What follows belongs to an exercise in optimizing a design on an open flow for small area, a short achievable clock period and few clock cycles; a production flow would make more cautious choices. In this exercise RTL edits were held to simulation tests only and were not proved equivalent to the original. No activity file was given, so power comes from the tool's default toggle rates.

## design/flow/flow/run.sh

```bash
#!/bin/bash
set -euo pipefail
cd "$(dirname "$0")/.."
bash standard.sh SETUP_SLACK_MARGIN=9 finish > flow_make.log 2>&1
```

## design/flow/standard.sh

```bash
#!/bin/bash
# synth_recipe.tcl (not shown) runs the flow's synth.tcl, then flattens the netlist and writes it again
# the make line also repeats each setting of config.mk as NAME=value (left out here)
make -C /OpenROAD-flow-scripts/flow DESIGN_CONFIG=/design/flow/config.mk WORK_HOME=/design/flow/orfs CLKGATE_MAP_FILE= SYNTH_SCRIPT=/design/flow/synth_recipe.tcl "${@:-finish}"
```

## design/flow/config.mk

```make
export PLATFORM = sky130hd
export DESIGN_NAME = st2play_fx
export DESIGN_NICKNAME = st2play_fx
export VERILOG_FILES = /design/flow/design.v
export SDC_FILE = /design/flow/constraint.sdc
export NUM_CORES = 4
export LEC_CHECK = 0
export ABC_AREA = 1
export CAP_MARGIN = 20
export CORE_MARGIN = 2
export CORE_UTILIZATION = 40
export SLEW_MARGIN = 20
```

## design/flow/constraint.sdc

```tcl
create_clock -name core_clock -period 14.0 [get_ports {clk}]
set_input_delay 2.8000 -clock core_clock [delete_from_list [all_inputs] [get_ports {clk}]]
set_output_delay 2.8000 -clock core_clock [all_outputs]
set_load 0.01 [all_outputs]
```

## design/flow/design.v

```verilog
module st2fx_div (
    input             clk,
    input             rst,
    input             start,
    input      [1:0]  ch_in,
    input      [7:0]  note,
    input      [7:0]  param,
    input      [1:0]  m,           
    input      [15:0] c2,
    output            free,        
    output            commit,      
    output     [1:0]  commit_ch,
    output     [15:0] result,
    output            commit_in1,  
    output            commit_in2,  
    output            free_in1     
);
    localparam [2:0] S_IDLE = 3'd0, S_PREP1 = 3'd1, S_ITERH = 3'd3, S_ITERL = 3'd4;
    reg [2:0]  st;
    reg [2:0]  cnt;
    reg [1:0]  dch;
    reg [4:0]  dn0;
    reg [3:0]  dhi;
    reg [15:0] d;
    reg [17:0] d3;
    reg        dzero;
    reg [15:0] r;
    reg [15:0] z;
    reg [7:0]  tlo;
    wire [3:0] k  = (m == 2'd2) ? 4'd0 : (m == 2'd1) ? param[7:4] : param[3:0];
    wire [4:0] n0 = {1'b0, note[3:0]} + {1'b0, k};
    wire [14:0] p0;
    wire [1:0]  wrap;
    wire [8:0]  lfo_unused;
    st2fx_tables u_tab (
        .n0       (dn0),
        .lfo_idx  (6'd0),
        .p0       (p0),
        .wrap     (wrap),
        .lfo      (lfo_unused)
    );
    wire [14:0] p0w   = p0 >> wrap;
    reg  [4:0] dlen;
    integer i;
    always @(*) begin
        dlen = 5'd0;
        for (i = 0; i < 16; i = i + 1)
            if (d[i]) dlen = i[4:0] + 5'd1;
    end
    wire [4:0]  p0len = (dn0 == 5'd0 || dn0 == 5'd12 || dn0 == 5'd24) ? 5'd15 : 5'd14;
    wire        short = ({2'd0, dhi} + {4'd0, wrap} + {1'b0, dlen} + 6'd1) >= {1'b0, p0len};
    wire [14:0] tv    = p0w >> dhi;
    wire [19:0] T     = {tv, 5'd0} + {5'd0, tv};
    function [17:0] r4step;    
        input [15:0] rr;
        input [1:0]  b;
        input [15:0] dd;
        input [17:0] dd3;
        reg   [17:0] x;
        reg   [18:0] s1, s2, s3;
        begin
            x  = {rr, b};
            s1 = {1'b0, x} - {3'd0, dd};
            s2 = {1'b0, x} - {2'd0, dd, 1'b0};
            s3 = {1'b0, x} - {1'b0, dd3};
            if (!s3[18])      r4step = {2'd3, s3[15:0]};
            else if (!s2[18]) r4step = {2'd2, s2[15:0]};
            else if (!s1[18]) r4step = {2'd1, s1[15:0]};
            else              r4step = {2'd0, x[15:0]};
        end
    endfunction
    wire [17:0] sa = r4step(r, z[15:14], d, d3);
    wire [17:0] sb = r4step(sa[15:0], z[13:12], d, d3);
    wire [15:0] r_it = sb[15:0];
    wire [15:0] z_it = {z[11:0], sa[17:16], sb[17:16]};
    wire last = (cnt == 3'd1);
    assign commit    = (st == S_ITERL && last) || (st == S_PREP1 && dzero);
    assign commit_ch = dch;
    assign result    = dzero ? 16'hFFFF : z_it;
    assign free      = (st == S_IDLE) || commit;
    reg [2:0] st_nx;
    reg [2:0] cnt_nx;
    always @(*) begin
        st_nx  = st;
        cnt_nx = cnt;
        case (st)
        S_PREP1: begin
            st_nx  = short ? S_ITERL : S_ITERH;
            cnt_nx = short ? 3'd4 : 3'd3;
        end
        S_ITERH: begin
            cnt_nx = cnt - 3'd1;
            if (last) begin st_nx = S_ITERL; cnt_nx = 3'd4; end
        end
        S_ITERL: cnt_nx = cnt - 3'd1;
        default: ;
        endcase
        if (commit) st_nx = S_IDLE;
        if (start) st_nx = S_PREP1;
    end
    wire dzero_nx = start ? (c2 == 16'd0) : dzero;
    assign commit_in1 = (st == S_ITERL && cnt == 3'd2) || (start && c2 == 16'd0);
    assign commit_in2 = (st == S_ITERL && cnt == 3'd3);
    assign free_in1   = ((st == S_IDLE || commit) && !start) || commit_in1;
    always @(posedge clk) begin
        if (rst) begin
            st    <= S_IDLE;
            cnt   <= 3'd0;
            dzero <= 1'b0;
        end else begin
            st    <= st_nx;
            cnt   <= cnt_nx;
            dzero <= dzero_nx;
        end
    end
    always @(posedge clk) begin
        if (start) begin
            dch  <= ch_in;
            dn0  <= n0;
            dhi  <= note[7:4];
            d    <= c2;
        end
        case (st)
        S_PREP1: begin
            d3 <= {2'd0, d} + {1'b0, d, 1'b0};
            if (short) begin
                r <= {4'd0, T[19:8]};
                z <= {T[7:0], 8'd0};
            end else begin
                r <= 16'd0;
                z <= {T[19:8], 4'd0};
            end
            tlo <= T[7:0];
        end
        S_ITERH: begin
            r <= r_it;
            z <= last ? {tlo, 8'd0} : z_it;
        end
        S_ITERL: begin
            r <= r_it;
            z <= z_it;
        end
        default: ;
        endcase
    end
endmodule
module st2fx_tables (
    input      [4:0]  n0,
    input      [5:0]  lfo_idx,
    output reg [14:0] p0,
    output reg [1:0]  wrap,
    output reg [8:0]  lfo
);
    always @(*) begin
        case (n0)
        5'd0: begin p0 = 15'd17080; wrap = 2'd0; end
        5'd1: begin p0 = 15'd16012; wrap = 2'd0; end
        5'd2: begin p0 = 15'd15184; wrap = 2'd0; end
        5'd3: begin p0 = 15'd14236; wrap = 2'd0; end
        5'd4: begin p0 = 15'd13664; wrap = 2'd0; end
        5'd5: begin p0 = 15'd12808; wrap = 2'd0; end
        5'd6: begin p0 = 15'd12008; wrap = 2'd0; end
        5'd7: begin p0 = 15'd11388; wrap = 2'd0; end
        5'd8: begin p0 = 15'd10676; wrap = 2'd0; end
        5'd9: begin p0 = 15'd10248; wrap = 2'd0; end
        5'd10: begin p0 = 15'd9608; wrap = 2'd0; end
        5'd11: begin p0 = 15'd9108; wrap = 2'd0; end
        5'd12: begin p0 = 15'd17080; wrap = 2'd1; end
        5'd13: begin p0 = 15'd16012; wrap = 2'd1; end
        5'd14: begin p0 = 15'd15184; wrap = 2'd1; end
        5'd15: begin p0 = 15'd14236; wrap = 2'd1; end
        5'd16: begin p0 = 15'd13664; wrap = 2'd1; end
        5'd17: begin p0 = 15'd12808; wrap = 2'd1; end
        5'd18: begin p0 = 15'd12008; wrap = 2'd1; end
        5'd19: begin p0 = 15'd11388; wrap = 2'd1; end
        5'd20: begin p0 = 15'd10676; wrap = 2'd1; end
        5'd21: begin p0 = 15'd10248; wrap = 2'd1; end
        5'd22: begin p0 = 15'd9608; wrap = 2'd1; end
        5'd23: begin p0 = 15'd9108; wrap = 2'd1; end
        5'd24: begin p0 = 15'd17080; wrap = 2'd2; end
        5'd25: begin p0 = 15'd16012; wrap = 2'd2; end
        5'd26: begin p0 = 15'd15184; wrap = 2'd2; end
        5'd27: begin p0 = 15'd14236; wrap = 2'd2; end
        5'd28: begin p0 = 15'd13664; wrap = 2'd2; end
        5'd29: begin p0 = 15'd12808; wrap = 2'd2; end
        5'd30: begin p0 = 15'd12008; wrap = 2'd2; end
        default: begin p0 = 15'd0; wrap = 2'd0; end
        endcase
    end
    always @(*) begin
        case (lfo_idx)
        6'd0: lfo = 9'd0;
        6'd1: lfo = 9'd24;
        6'd2: lfo = 9'd49;
        6'd3: lfo = 9'd74;
        6'd4: lfo = 9'd97;
        6'd5: lfo = 9'd120;
        6'd6: lfo = 9'd141;
        6'd7: lfo = 9'd161;
        6'd8: lfo = 9'd180;
        6'd9: lfo = 9'd197;
        6'd10: lfo = 9'd212;
        6'd11: lfo = 9'd224;
        6'd12: lfo = 9'd235;
        6'd13: lfo = 9'd244;
        6'd14: lfo = 9'd250;
        6'd15: lfo = 9'd253;
        6'd16: lfo = 9'd255;
        6'd17: lfo = 9'd253;
        6'd18: lfo = 9'd250;
        6'd19: lfo = 9'd244;
        6'd20: lfo = 9'd235;
        6'd21: lfo = 9'd224;
        6'd22: lfo = 9'd212;
        6'd23: lfo = 9'd197;
        6'd24: lfo = 9'd180;
        6'd25: lfo = 9'd161;
        6'd26: lfo = 9'd141;
        6'd27: lfo = 9'd120;
        6'd28: lfo = 9'd97;
        6'd29: lfo = 9'd74;
        6'd30: lfo = 9'd49;
        6'd31: lfo = 9'd24;
        6'd32: lfo = 9'd0;
        6'd33: lfo = -9'd24;
        6'd34: lfo = -9'd49;
        6'd35: lfo = -9'd74;
        6'd36: lfo = -9'd97;
        6'd37: lfo = -9'd120;
        6'd38: lfo = -9'd141;
        6'd39: lfo = -9'd161;
        6'd40: lfo = -9'd180;
        6'd41: lfo = -9'd197;
        6'd42: lfo = -9'd212;
        6'd43: lfo = -9'd224;
        6'd44: lfo = -9'd235;
        6'd45: lfo = -9'd244;
        6'd46: lfo = -9'd250;
        6'd47: lfo = -9'd253;
        6'd48: lfo = -9'd255;
        6'd49: lfo = -9'd253;
        6'd50: lfo = -9'd250;
        6'd51: lfo = -9'd244;
        6'd52: lfo = -9'd235;
        6'd53: lfo = -9'd224;
        6'd54: lfo = -9'd212;
        6'd55: lfo = -9'd197;
        6'd56: lfo = -9'd180;
        6'd57: lfo = -9'd161;
        6'd58: lfo = -9'd141;
        6'd59: lfo = -9'd120;
        6'd60: lfo = -9'd97;
        6'd61: lfo = -9'd74;
        6'd62: lfo = -9'd49;
        6'd63: lfo = -9'd24;
        default: lfo = 9'd0;
        endcase
    end
endmodule
module st2fx_chan (
    input  [3:0]  cmd,
    input  [7:0]  param,
    input  [15:0] period_cur,
    input  [15:0] period_tgt,
    input  [6:0]  vol_cur,
    input  [6:0]  vol_init,
    input  [7:0]  tporta_mem,
    input  [7:0]  vib_mem,
    input  [5:0]  vib_ph,         
    input  [3:0]  tr_ctr,
    input         tr_state,
    output reg [6:0]  n_vol_cur,
    output     [7:0]  n_tporta_mem,
    output     [7:0]  n_vib_mem,
    output     [5:0]  n_vib_ph,
    output reg [3:0]  n_tr_ctr,
    output reg        n_tr_state,
    output     [2:0]  kind,           
    output     [11:0] d10,            
    output     [16:0] diff,           
    output     [8:0]  lfo,            
    output     [3:0]  depth
);
    localparam [3:0] C_VOL_SLIDE = 4'd4,  C_PORTA_DOWN = 4'd5, C_PORTA_UP = 4'd6,
                     C_TONE_PORTA = 4'd7, C_VIBRATO = 4'd8,    C_TREMOR = 4'd9,
                     C_VS_VIB = 4'd11,    C_VS_TPORTA = 4'd12;
    wire is_trem = (cmd == C_TREMOR);
    wire is_vib  = (cmd == C_VIBRATO) || (cmd == C_VS_VIB);
    wire is_tp   = (cmd == C_TONE_PORTA) || (cmd == C_VS_TPORTA);
    wire is_pm   = (cmd == C_PORTA_DOWN) || (cmd == C_PORTA_UP);
    wire is_vs   = (cmd == C_VOL_SLIDE) || (cmd == C_VS_VIB) || (cmd == C_VS_TPORTA);
    wire [3:0] cr_tr_ctr   = is_trem ? tr_ctr : 4'd0;
    wire       cr_tr_state = is_trem & tr_state;
    wire [5:0] cr_ph       = is_vib ? vib_ph : 6'd0;
    wire [7:0] vs_up = {1'b0, vol_cur} + {4'd0, param[7:4]};
    wire [6:0] vs_vol = (param[3:0] != 4'd0)
                        ? ((vol_cur > {3'd0, param[3:0]}) ? (vol_cur - {3'd0, param[3:0]}) : 7'd0)
                        : ((vs_up > 8'd64) ? 7'd64 : vs_up[6:0]);
    always @(*) begin
        n_tr_ctr   = cr_tr_ctr;
        n_tr_state = cr_tr_state;
        n_vol_cur  = vol_cur;
        if (is_trem) begin
            if (cr_tr_ctr == 4'd0) begin
                n_tr_state = ~cr_tr_state;
                n_vol_cur  = cr_tr_state ? 7'd0 : vol_init;
                n_tr_ctr   = cr_tr_state ? param[3:0] : param[7:4];
            end else
                n_tr_ctr = cr_tr_ctr - 4'd1;
        end else if (is_vs)
            n_vol_cur = vs_vol;
    end
    wire       p_zero = (param == 8'd0) || (cmd == C_VS_VIB) || (cmd == C_VS_TPORTA);
    wire [7:0] tp_eff = p_zero ? tporta_mem : param;
    wire [7:0] vb_eff = p_zero ? vib_mem : param;
    assign n_tporta_mem = (cmd == C_TONE_PORTA) ? tp_eff : tporta_mem;
    assign n_vib_mem    = (cmd == C_VIBRATO) ? vb_eff : vib_mem;
    assign n_vib_ph     = is_vib ? (cr_ph + vb_eff[7:4]) : cr_ph;
    wire [7:0] speed = is_pm ? param : tp_eff;
    assign d10   = {1'b0, speed, 3'd0} + {3'd0, speed, 1'b0};
    assign diff  = {1'b0, period_tgt} - {1'b0, period_cur};
    wire [14:0] p0_unused;
    wire [1:0]  wrap_unused;
    st2fx_tables u_tab (
        .n0       (5'd0),
        .lfo_idx  (cr_ph),
        .p0       (p0_unused),
        .wrap     (wrap_unused),
        .lfo      (lfo)
    );
    assign depth = vb_eff[3:0];
    assign kind  = is_vib ? 3'd4 : is_tp ? 3'd3 : (cmd == C_PORTA_UP) ? 3'd2 :
                   (cmd == C_PORTA_DOWN) ? 3'd1 : 3'd0;
endmodule
module st2fx_chan_b (
    input  [2:0]  kind,
    input  [11:0] d10,
    input  [16:0] diff,
    input  [8:0]  lfo,
    input  [3:0]  depth,
    input  [15:0] period_cur,
    input  [15:0] period_tgt,
    output        pw,
    output [15:0] period
);
    wire [22:0] l23 = {{14{lfo[8]}}, lfo};
    wire [22:0] vsum = {1'b0, period_tgt, 6'd0} + (depth[0] ? l23 : 23'd0) + (depth[1] ? {l23[21:0], 1'b0} : 23'd0)
                     + (depth[2] ? {l23[20:0], 2'd0} : 23'd0) + (depth[3] ? {l23[19:0], 3'd0} : 23'd0);
    wire        up    = ~diff[16];                      
    wire        neg   = (kind == 3'd2) || (kind == 3'd3 && !up);
    wire [15:0] psum  = neg ? (period_cur - {4'd0, d10}) : (period_cur + {4'd0, d10});
    wire [17:0] cov   = up ? ({6'd0, d10} - {diff[16], diff}) : ({6'd0, d10} + {diff[16], diff});
    wire        clamp = (kind == 3'd3) && !cov[17];
    assign pw     = (kind != 3'd0);
    assign period = (kind == 3'd4) ? vsum[21:6] : clamp ? period_tgt : psum;
endmodule
module st2play_fx (
    input             clk,
    input             rst_n,
    input             cmd_valid,
    output            cmd_ready,
    input      [3:0]  cmd_op,
    input      [1:0]  cmd_ch,
    input      [31:0] cmd_arg,
    output reg        out_valid,
    output reg [31:0] out_data
);
    localparam [3:0] OP_TICK = 4'd0, OP_ROW = 4'd1, OP_SET_NOTE = 4'd2, OP_SET_PERIOD = 4'd3,
                     OP_SET_VOL = 4'd4, OP_SET_GVOL = 4'd5, OP_GET = 4'd6;
    localparam [3:0] C_VIBRATO = 4'd8, C_TREMOR = 4'd9, C_ARPEGGIO = 4'd10, C_VS_VIB = 4'd11;
    reg rst_q;
    wire rst = ~rst_q;
    reg [3:0]  ev_cmd     [0:3];
    reg [7:0]  ev_param   [0:3];
    reg [15:0] period_cur [0:3];
    reg [15:0] period_tgt [0:3];
    reg [6:0]  vol_cur    [0:3];
    reg [6:0]  vol_init   [0:3];
    reg [7:0]  vol_mix    [0:3];
    reg [7:0]  tporta_mem [0:3];
    reg [7:0]  vib_mem    [0:3];
    reg [5:0]  vib_ph     [0:3];    
    reg [3:0]  tr_ctr     [0:3];
    reg        tr_state   [0:3];
    reg [7:0]  last_note  [0:3];
    reg [15:0] c2spd      [0:3];
    reg [6:0]  gvol;
    reg        rdy;
    reg        cr_v;
    reg        cr_tick, cr_row, cr_note, cr_per, cr_vol, cr_gvol, cr_get;
    reg [1:0]  cr_ch;
    reg [31:0] cr_arg;
    reg        get_ok;
    reg [3:0]  wr_ok;
    reg        tick_ok, gvol_ok;
    assign cmd_ready = rdy;
    wire cr_wr   = cr_row | cr_note | cr_per | cr_vol;
    wire cr_ok   = ~(cr_tick & ~tick_ok) & ~(cr_gvol & ~gvol_ok) &
                   ~(cr_get & ~get_ok) & ~(cr_wr & ~wr_ok[cr_ch]);
    wire ex      = cr_v & cr_ok;
    wire tick_ex = ex & cr_tick;
    wire row_ex  = ex & cr_row;
    wire note_ex = ex & cr_note;
    wire per_ex  = ex & cr_per;
    wire vol_ex  = ex & cr_vol;
    wire gvol_ex = ex & cr_gvol;
    wire get_ex  = ex & cr_get;
    reg        a_v, a_row;
    reg [1:0]  a_ch;
    wire       a_act = tick_ex | a_v;
    wire       a_r   = tick_ex ? cr_arg[8] : a_row;
    wire [6:0]  n_vol_cur;
    wire [7:0]  n_tporta_mem, n_vib_mem;
    wire [5:0]  n_vib_ph;
    wire [3:0]  n_tr_ctr;
    wire        n_tr_state;
    wire [2:0]  a_kind;
    wire [11:0] a_d10;
    wire [16:0] a_diff;
    wire [8:0]  a_lfo;
    wire [3:0]  a_depth;
    st2fx_chan u_chan (
        .cmd          (ev_cmd[a_ch]),
        .param        (ev_param[a_ch]),
        .period_cur   (period_cur[a_ch]),
        .period_tgt   (period_tgt[a_ch]),
        .vol_cur      (vol_cur[a_ch]),
        .vol_init     (vol_init[a_ch]),
        .tporta_mem   (tporta_mem[a_ch]),
        .vib_mem      (vib_mem[a_ch]),
        .vib_ph       (vib_ph[a_ch]),
        .tr_ctr       (tr_ctr[a_ch]),
        .tr_state     (tr_state[a_ch]),
        .n_vol_cur    (n_vol_cur),
        .n_tporta_mem (n_tporta_mem),
        .n_vib_mem    (n_vib_mem),
        .n_vib_ph     (n_vib_ph),
        .n_tr_ctr     (n_tr_ctr),
        .n_tr_state   (n_tr_state),
        .kind         (a_kind),
        .d10          (a_d10),
        .diff         (a_diff),
        .lfo          (a_lfo),
        .depth        (a_depth)
    );
    reg        b_v;
    reg [1:0]  b_ch;
    reg [2:0]  b_kind;
    reg [11:0] b_d10;
    reg [16:0] b_diff;
    reg [8:0]  b_lfo;
    reg [3:0]  b_depth;
    reg [6:0]  b_vol;
    wire [13:0] b_mixp = b_vol * gvol;
    wire        bo_pw;
    wire [15:0] bo_period;
    st2fx_chan_b u_chan_b (
        .kind       (b_kind),
        .d10        (b_d10),
        .diff       (b_diff),
        .lfo        (b_lfo),
        .depth      (b_depth),
        .period_cur (period_cur[b_ch]),
        .period_tgt (period_tgt[b_ch]),
        .pw         (bo_pw),
        .period     (bo_period)
    );
    reg  [3:0] arp_todo, dpend, pend;
    reg  [1:0] m_reg;
    wire [3:0] is_arp;
    genvar gc;
    generate for (gc = 0; gc < 4; gc = gc + 1) begin : g_arp
        assign is_arp[gc] = (ev_cmd[gc] == C_ARPEGGIO);
    end endgenerate
    function [1:0] m3add;      
        input [1:0] a, b;
        reg   [1:0] x, y;
        begin
            x = (a == 2'd3) ? 2'd0 : a;
            y = (b == 2'd3) ? 2'd0 : b;
            case ({x, y})
            4'b0000, 4'b0110, 4'b1001: m3add = 2'd0;
            4'b0001, 4'b0100, 4'b1010: m3add = 2'd1;
            default:                   m3add = 2'd2;
            endcase
        end
    endfunction
    wire [1:0] cr_m3 = m3add(m3add(cr_arg[1:0], cr_arg[3:2]), m3add(cr_arg[5:4], cr_arg[7:6]));
    wire       tick_arp = tick_ex & ~cr_arg[8];
    wire [3:0] cand     = tick_arp ? is_arp : arp_todo;
    wire       dv_free;
    wire [1:0] pick     = cand[0] ? 2'd0 : cand[1] ? 2'd1 : cand[2] ? 2'd2 : 2'd3;
    wire       dv_start = dv_free & (|cand);
    wire       dv_commit, dv_in1, dv_in2, dv_free1;
    wire [1:0] dv_ch;
    wire [15:0] dv_result;
    st2fx_div u_div (
        .clk        (clk),
        .rst        (rst),
        .start      (dv_start),
        .ch_in      (pick),
        .note       (last_note[pick]),
        .param      (ev_param[pick]),
        .m          (tick_ex ? cr_m3 : m_reg),
        .c2         (c2spd[pick]),
        .free       (dv_free),
        .commit     (dv_commit),
        .commit_ch  (dv_ch),
        .result     (dv_result),
        .commit_in1 (dv_in1),
        .commit_in2 (dv_in2),
        .free_in1   (dv_free1)
    );
    reg [3:0] q_v, q_wp, q_wd, q_pt;    
    reg [1:0] q_ch  [0:3];
    reg [1:0] q_sel [0:3];
    reg [1:0] q_hd, q_tl;
    wire [1:0] h_ch  = q_ch[q_hd];
    wire [1:0] h_sel = q_sel[q_hd];
    wire       q_pop = q_v[q_hd] & ~q_wp[q_hd] & ~q_wd[q_hd];
    reg [3:0] pend_nx, dpend_nx, arp_todo_nx, wr_ok_nx;
    reg       a_conf;
    integer c;
    always @(*) begin
        a_conf = 1'b0;
        for (c = 0; c < 4; c = c + 1)
            if (q_v[c] && (q_pt[c] || tick_ex) && q_ch[c] == a_ch && !(q_hd == c && q_pop))
                a_conf = 1'b1;
    end
    wire      a_go   = a_act & ~a_conf;
    wire      a_v_nx = a_act && !(a_go && a_ch == 2'd3);
    reg [3:0] qv_nx, qwp_nx, qwd_nx, qpt_nx, q_push;
    always @(*) begin
        for (c = 0; c < 4; c = c + 1) begin
            pend_nx[c]  = tick_ex | (pend[c] & ~(b_v && b_ch == c));
            dpend_nx[c] = (tick_arp & is_arp[c]) | (dpend[c] & ~(dv_commit && dv_ch == c));
            arp_todo_nx[c] = cand[c] & ~(dv_start && pick == c);
        end
        for (c = 0; c < 4; c = c + 1) begin
            q_push[c] = get_ex && q_tl == c;
            if (q_push[c]) begin
                qv_nx[c]  = 1'b1;
                qwp_nx[c] = pend_nx[cr_ch];
                qwd_nx[c] = dpend_nx[cr_ch];
                qpt_nx[c] = 1'b0;
            end else begin
                qv_nx[c]  = q_v[c] & ~(q_pop && q_hd == c);
                qwp_nx[c] = q_wp[c] & ~(b_v && b_ch == q_ch[c]);
                qwd_nx[c] = q_wd[c] & ~(dv_commit && dv_ch == q_ch[c]);
                qpt_nx[c] = q_pt[c] | tick_ex;
            end
        end
        for (c = 0; c < 4; c = c + 1)
            wr_ok_nx[c] = ~pend_nx[c] & ~dpend_nx[c] &
                          ~(qv_nx[0] && q_ch[0] == c) & ~(qv_nx[1] && q_ch[1] == c) &
                          ~(qv_nx[2] && q_ch[2] == c) & ~(qv_nx[3] && q_ch[3] == c) &
                          ~(get_ex && cr_ch == c);
    end
    wire       get_ok_nx  = ~(&qv_nx);
    wire       tick_ok_nx = ~a_v_nx & ~(|arp_todo_nx) & dv_free1;
    wire       gvol_ok_nx = ~(|pend_nx);
    wire       crv_nx = rdy ? cmd_valid : cr_v;
    wire [3:0] op_nx  = cmd_op;
    wire [1:0] ch_nx  = rdy ? cmd_ch : cr_ch;
    reg        okin_nx;
    always @(*) begin
        case (op_nx)
        OP_TICK:     okin_nx = tick_ok_nx;
        OP_SET_GVOL: okin_nx = gvol_ok_nx;
        OP_GET:      okin_nx = get_ok_nx;
        OP_ROW, OP_SET_NOTE, OP_SET_PERIOD, OP_SET_VOL: okin_nx = wr_ok_nx[ch_nx];
        default:     okin_nx = 1'b1;
        endcase
    end
    wire okcr_nx = ~(cr_tick & ~tick_ok_nx) & ~(cr_gvol & ~gvol_ok_nx) &
                   ~(cr_get & ~get_ok_nx) & ~(cr_wr & ~wr_ok_nx[cr_ch]);
    wire ok_nx = rdy ? okin_nx : okcr_nx;
    wire [3:0] rw_cmd   = cr_arg[3:0];
    wire [7:0] rw_par   = cr_arg[15:8];
    wire       rw_trem  = (rw_cmd == C_TREMOR);
    wire       rw_vib   = (rw_cmd == C_VIBRATO) || (rw_cmd == C_VS_VIB);
    wire [3:0] rw_trc   = tr_ctr[cr_ch];
    wire       rw_trs   = tr_state[cr_ch];
    always @(posedge clk) rst_q <= rst_n;
    integer j;
    always @(posedge clk) begin
        if (rst) begin
            for (j = 0; j < 4; j = j + 1) begin
                ev_cmd[j]     <= 4'd0;
                ev_param[j]   <= 8'd0;
                period_cur[j] <= 16'd0;
                period_tgt[j] <= 16'd0;
                vol_cur[j]    <= 7'd0;
                vol_init[j]   <= 7'd0;
                vol_mix[j]    <= 8'd0;
                tporta_mem[j] <= 8'd0;
                vib_mem[j]    <= 8'd0;
                vib_ph[j]     <= 6'd0;
                tr_ctr[j]     <= 4'd0;
                tr_state[j]   <= 1'b0;
                last_note[j]  <= 8'd0;
                c2spd[j]      <= 16'd8448;
            end
            gvol     <= 7'd64;
            cr_v     <= 1'b0;
            get_ok   <= 1'b1;
            wr_ok    <= 4'hF;
            tick_ok  <= 1'b1;
            gvol_ok  <= 1'b1;
            a_v      <= 1'b0;
            a_ch     <= 2'd0;
            b_v      <= 1'b0;
            pend     <= 4'd0;
            dpend    <= 4'd0;
            arp_todo <= 4'd0;
            q_v      <= 4'd0;
            q_hd     <= 2'd0;
            q_tl     <= 2'd0;
            out_valid <= 1'b0;
        end else begin
            cr_v    <= crv_nx;
            get_ok  <= get_ok_nx;
            wr_ok   <= wr_ok_nx;
            tick_ok <= tick_ok_nx;
            gvol_ok <= gvol_ok_nx;
            pend    <= pend_nx;
            dpend   <= dpend_nx;
            arp_todo <= arp_todo_nx;
            if (row_ex) begin
                ev_cmd[cr_ch]   <= rw_cmd;
                ev_param[cr_ch] <= rw_par;
                if (!rw_vib) vib_ph[cr_ch] <= 6'd0;
                if (!rw_trem) begin
                    tr_ctr[cr_ch]   <= 4'd0;
                    tr_state[cr_ch] <= 1'b0;
                end else if (rw_trc == 4'd0) begin
                    tr_state[cr_ch] <= ~rw_trs;
                    vol_cur[cr_ch]  <= rw_trs ? 7'd0 : vol_init[cr_ch];
                    tr_ctr[cr_ch]   <= rw_trs ? rw_par[3:0] : rw_par[7:4];
                end else
                    tr_ctr[cr_ch] <= rw_trc - 4'd1;
            end
            if (note_ex) begin
                last_note[cr_ch] <= cr_arg[7:0];
                c2spd[cr_ch]     <= cr_arg[31:16];
            end
            if (per_ex) begin
                period_cur[cr_ch] <= cr_arg[15:0];
                period_tgt[cr_ch] <= cr_arg[31:16];
            end
            if (vol_ex) begin
                vol_cur[cr_ch]  <= cr_arg[6:0];
                vol_init[cr_ch] <= cr_arg[14:8];
            end
            if (gvol_ex) gvol <= cr_arg[6:0];
            a_v <= a_v_nx;
            if (a_act) a_row <= a_r;
            if (a_go) begin
                a_ch  <= a_ch + 2'd1;
                if (!a_r) begin
                    vol_cur[a_ch]    <= n_vol_cur;
                    tporta_mem[a_ch] <= n_tporta_mem;
                    vib_mem[a_ch]    <= n_vib_mem;
                    vib_ph[a_ch]     <= n_vib_ph;
                    tr_ctr[a_ch]     <= n_tr_ctr;
                    tr_state[a_ch]   <= n_tr_state;
                end
            end
            if (tick_ex) m_reg <= cr_m3;
            b_v <= a_go;
            if (b_v) begin
                vol_mix[b_ch] <= b_mixp[13:6];
                if (bo_pw) period_cur[b_ch] <= bo_period;
            end
            if (dv_commit) period_cur[dv_ch] <= dv_result;
            q_v  <= qv_nx;
            q_wp <= qwp_nx;
            q_wd <= qwd_nx;
            q_pt <= qpt_nx;
            q_hd <= q_hd + {1'b0, q_pop};
            q_tl <= q_tl + {1'b0, get_ex};
            out_valid <= rst_n & q_pop;
        end
    end
    always @(posedge clk) begin
        rdy <= rst_n & (rst | ~(crv_nx & ~ok_nx));
    end
    always @(posedge clk) begin
        for (j = 0; j < 4; j = j + 1)
            if (q_push[j]) begin
                q_ch[j]  <= cr_ch;
                q_sel[j] <= cr_arg[1:0];
            end
        begin
            b_ch      <= a_ch;
            b_kind    <= a_r ? 3'd0 : a_kind;
            b_d10     <= a_d10;
            b_diff    <= a_diff;
            b_lfo     <= a_lfo;
            b_depth   <= a_depth;
            b_vol     <= a_r ? vol_cur[a_ch] : n_vol_cur;
        end
        if (rdy) begin
            cr_tick <= (cmd_op == OP_TICK);
            cr_row  <= (cmd_op == OP_ROW);
            cr_note <= (cmd_op == OP_SET_NOTE);
            cr_per  <= (cmd_op == OP_SET_PERIOD);
            cr_vol  <= (cmd_op == OP_SET_VOL);
            cr_gvol <= (cmd_op == OP_SET_GVOL);
            cr_get  <= (cmd_op == OP_GET);
            cr_ch   <= cmd_ch;
            cr_arg  <= cmd_arg;
        end
        case (h_sel)
        2'd0: out_data <= {vol_mix[h_ch], 1'b0, vol_cur[h_ch], period_cur[h_ch]};
        2'd1: out_data <= {9'd0, vol_init[h_ch], period_tgt[h_ch]};
        2'd2: out_data <= {tporta_mem[h_ch], vib_mem[h_ch], 1'b0, vib_ph[h_ch], 1'b0,
                           tr_state[h_ch], 3'd0, tr_ctr[h_ch]};
        default: out_data <= {c2spd[h_ch], last_note[h_ch], 4'd0, ev_cmd[h_ch]};
        endcase
    end
endmodule
```

==> results.txt <==
## cell type report
type	instances	area, sq um
flip-flops and latches	776	21800
multi-input cells	4983	29400
well taps	1781	2230
clock buffers	130	2610
clock inverters	47	507
repair buffers	346	3050
fillers	13100	72100
inverters	834	3310
## per-layer routing
| layer | up-vias | wire length (um) |
|---|---|---|
| met2 | 2941 | 91500 |
| met5 | - | 64 |
| met3 | 567 | 23100 |
| met4 | 4 | 13300 |
| met1 | 24800 | 84100 |
| li1 | 23800 | - |
## power groups by stage
stage,logic [W],registers (W),clock network [W]
floorplan,0.00162,0.00281,0
global route,0.00290,0.00286,0.00262
finish,0.00267,0.00284,0.00252
global placement,0.00237,0.00288,0
detailed placement,0.00238,0.00289,0
CTS,0.00248,0.00284,0.00254
## final timing paths
path | from | endpoint | slack (ns) | depth (start not counted)
min reg2reg | pend[0] | pend[0] | 0.48 | 2
min | pend[0] | pend[0] | 0.48 | 2
max reg2reg | register | b_vol[3] | 9.05 | 17
max | register | b_vol[3] | 9.05 | 17
## critical path, cell delays in order (launching register included)
cell and delay, ns:
dfxtp_4 0.62, clkinv_4 0.36, a32oi_1 0.55, inv_1 0.14
nor2_1 0.13, inv_1 0.07, nor2_2 0.37, inv_1 0.39
a221oi_1 0.43, inv_1 0.14, ha_1 0.21, nand2_1 0.15
nor2_4 0.07, inv_2 0.18, nand2_1 0.07, a32oi_1 0.28
inv_1 0.12, o21ai_0 0.45
## logic make-up (layout without fill, tap and decap cells)
logic type / count (synthesis) / count (layout) / share of synthesized area
AND/OR/NAND/NOR: 2806 / 2808 / 0.214
AO/OA/AOI/OAI: 1632 / 1632 / 0.178
buffers and inverters: 1149 / 1357 / 0.0836
flip-flops: 776 / 776 / 0.401
adder cells (fa/ha/maj): 374 / 374 / 0.0964
XOR/XNOR: 163 / 163 / 0.0263
multiplexers: 6 / 6 / 0.00111
## per-stage QoR
step / setup slack, ns / instance area (sq um) / util / hold WS, ns
floorplan: 9.22 / 54200 / - / 0.368
CTS: 8.92 / 61000 / 0.452 / 0.476
finish: 9.05 / 62900 / 0.466 / 0.478
detailed placement: 6.90 / 56600 / 0.419 / 0.468
global route: 8.79 / 62900 / 0.466 / 0.499
global placement: 6.98 / 56600 / 0.419 / 0.466
## cells in the mapped netlist (36+ instances only)
cell type  instances  area, sq um
buf_2             44          220
o211ai_1          76          571
xor2_1           105          920
buf_1             36          135
edfxtp_1         620        18600
inv_1            789         2960
dfxtp_1          156         3120
ha_1             301         3770
nand2_1         1379         5180
a21oi_1          478         2390
a31oi_1           50          313
clkbuf_1         210          788
nor2_1           856         3210
nor3_1            88          440
fa_1              73         1460
or2_2             46          288
o21ai_0          572         2860
nand3_1          330         1650
o22ai_1          118          738
xnor2_1           58          508
## what timing repair did
action                     4_1_cts  5_1_grt
cloned                           4        3
gates resized for setup        182      248
pin swaps                       18       71
hold endpoints to repair         0        0
hold buffers                     0        0
setup endpoints to repair      246      198
buffers inserted                74      100
==> flow_metrics.py <==
metrics = {
    "status": {
        "status": "timing/DRC/antenna clean",
    },
    "power": {
        "power_switching_w": 0.00303,
        "ir_worst_vdd_mv": 0.103,
        "p_total_w": 0.00803,
        "p_sw_frac": 0.377,
        "comb_power_share": 0.333,
        "power.density_mw_per_mm2": 128,
        "pwr-share-seq": 0.354,
        "intPower_w": 0.00501,
        "power_leakage_nw": 26.4,
        "power_frac_clock": 0.313,
    },
    "setup_path": {
        "cp.required_ns": 14.56,
        "crit_path_end_kind": "register",
        "crit_path_max_fanout": 30,
        "start_kind": "register",
        "crit_type": "register to register",
        "worstPathArrival_ns": 5.51,
    },
    "final_layout": {
        "fin_nets": 7450,
        "antennaDiodeCount": 0,
        "drive_gt1_frac": 0.117,
        "reg_top3": "c2spd: 64 flops, period_cur: 64 flops, period_tgt: 64 flops",
        "finalNonFillerCells": 8897,
        "layout_commonest_cell": "nand2_1",
        "final_cell_mix": "nand2_1, nor2_1, inv_1, edfxtp_1, o21ai_0",
        "area_delta_synth_final_pct": 15.9,
    },
    "grt": {
        "grt_use_total": 0.296,
        "grt-ovfl-total": 0,
        "grt_max_degree": 78,
        "grt_pass1_vias": 47800,
        "grt_use_met1": 0.390,
        "grt.met2_usage": 0.448,
        "gr-max-usage-layer": "met2",
        "grt_pass1_wl_um": 306000,
        "grt_antenna_before_repair": 8,
        "gr-usage-met3": 0.0666,
    },
    "floorplan": {
        "die_area_sq_mm": 0.139,
        "io_pins": 75,
        "initial_core_util": 0.402,
        "core_sq_mm": 0.135,
        "rows": 135,
        "fp.dieH_um": 372,
        "die_w_um": 372,
    },
    "place": {
        "io_buffers": 74,
        "dpl.cell_count": 8537,
        "gp_congestion": 0.981,
        "place_hpwl_um": 152000,
    },
    "logic_synthesis": {
        "synth_warnings": 8,
        "async_flop_share": 0,
        "synth_cell_types": 75,
        "synth-edff-count": 620,
        "syn-num-nets": 7321,
        "syn_area_sq_mm": 0.0542,
        "syn_area_per_cell_sq_um": 7.85,
        "synth_flop_cell": "edfxtp_1",
        "ys_ff_latch": 776,
        "synthCells": 6906,
        "yosysSeqAreaShare": 0.401,
    },
    "sta": {
        "fin_crit_ns": 4.95,
        "slew_violations": 0,
        "setup_viol": 0,
        "relSlewSlack": 0.183,
        "hold_viol": 0,
        "worst_slew_pin_slew_ns": 1.22,
        "clock_skew_ns": 0.0388,
        "fmax_mhz": 202,
        "rsz0062_at_grt": "true",
        "fin_crit_sh": 0.353,
        "finalSetupTns_ns": 0,
    },
    "detailed_routing": {
        "avgRoutedWirePerCell_um": 23.8,
        "dr.first_iter.drc_count": 6717,
        "dr.pass1.iters": 7,
        "vias": 52000,
        "drc": 0,
        "vias_per_cell": 5.85,
        "postRouteAntennaNets": 0,
        "drt_wl_total_um": 212000,
    },
    "clocking": {
        "ctsLongestPathBuffers": 3,
        "numClockSinks": 776,
        "insertion_delay_ns": 0.74,
        "clk_pin_slew_ns": 0.06,
        "h-tree-depth": 3,
        "root_buffer": "clkbuf_16",
        "cts_inserted_buffers": 94,
        "cts_tree": "done",
    },
    "flow_run": {
        "max_cap_viol_count": 0,
    },
    "hold_path": {
        "hp-class": "register to register",
    },
}
Testbench counts, summed over its fixed seeds: cycles 10,383.

[re-timing with driven ports]
The flow's constraints put no driver on any port. The routed layout listed below was extracted and timed again, unchanged, in two steps. Step 1 (the two cells are an assumption about what drives the block):
set clk [get_ports {clk}]
set_driving_cell -lib_cell sky130_fd_sc_hd__clkbuf_16 $clk
set_driving_cell -lib_cell sky130_fd_sc_hd__buf_2 [delete_from_list [all_inputs] $clk]
Step 2 also shifts input and output timing later by t, the mid clock arrival at the registers, as if the neighbouring blocks saw the same clock. Slacks: ideal / step 1 / step 2; pairs: ideal / step 1.
t, ns: 0.798
setup slack, ns: 9.053 / 9.053 / 9.053
worst setup path after step 2: register to register
clock arrival spread, ns: 0.040 / 0.040
cell pins on the clock port's net: 1
After both steps this run still meets setup and hold. The setup slack of this run moves by 0.000 ns with the drivers and by 0.000 ns with both steps.
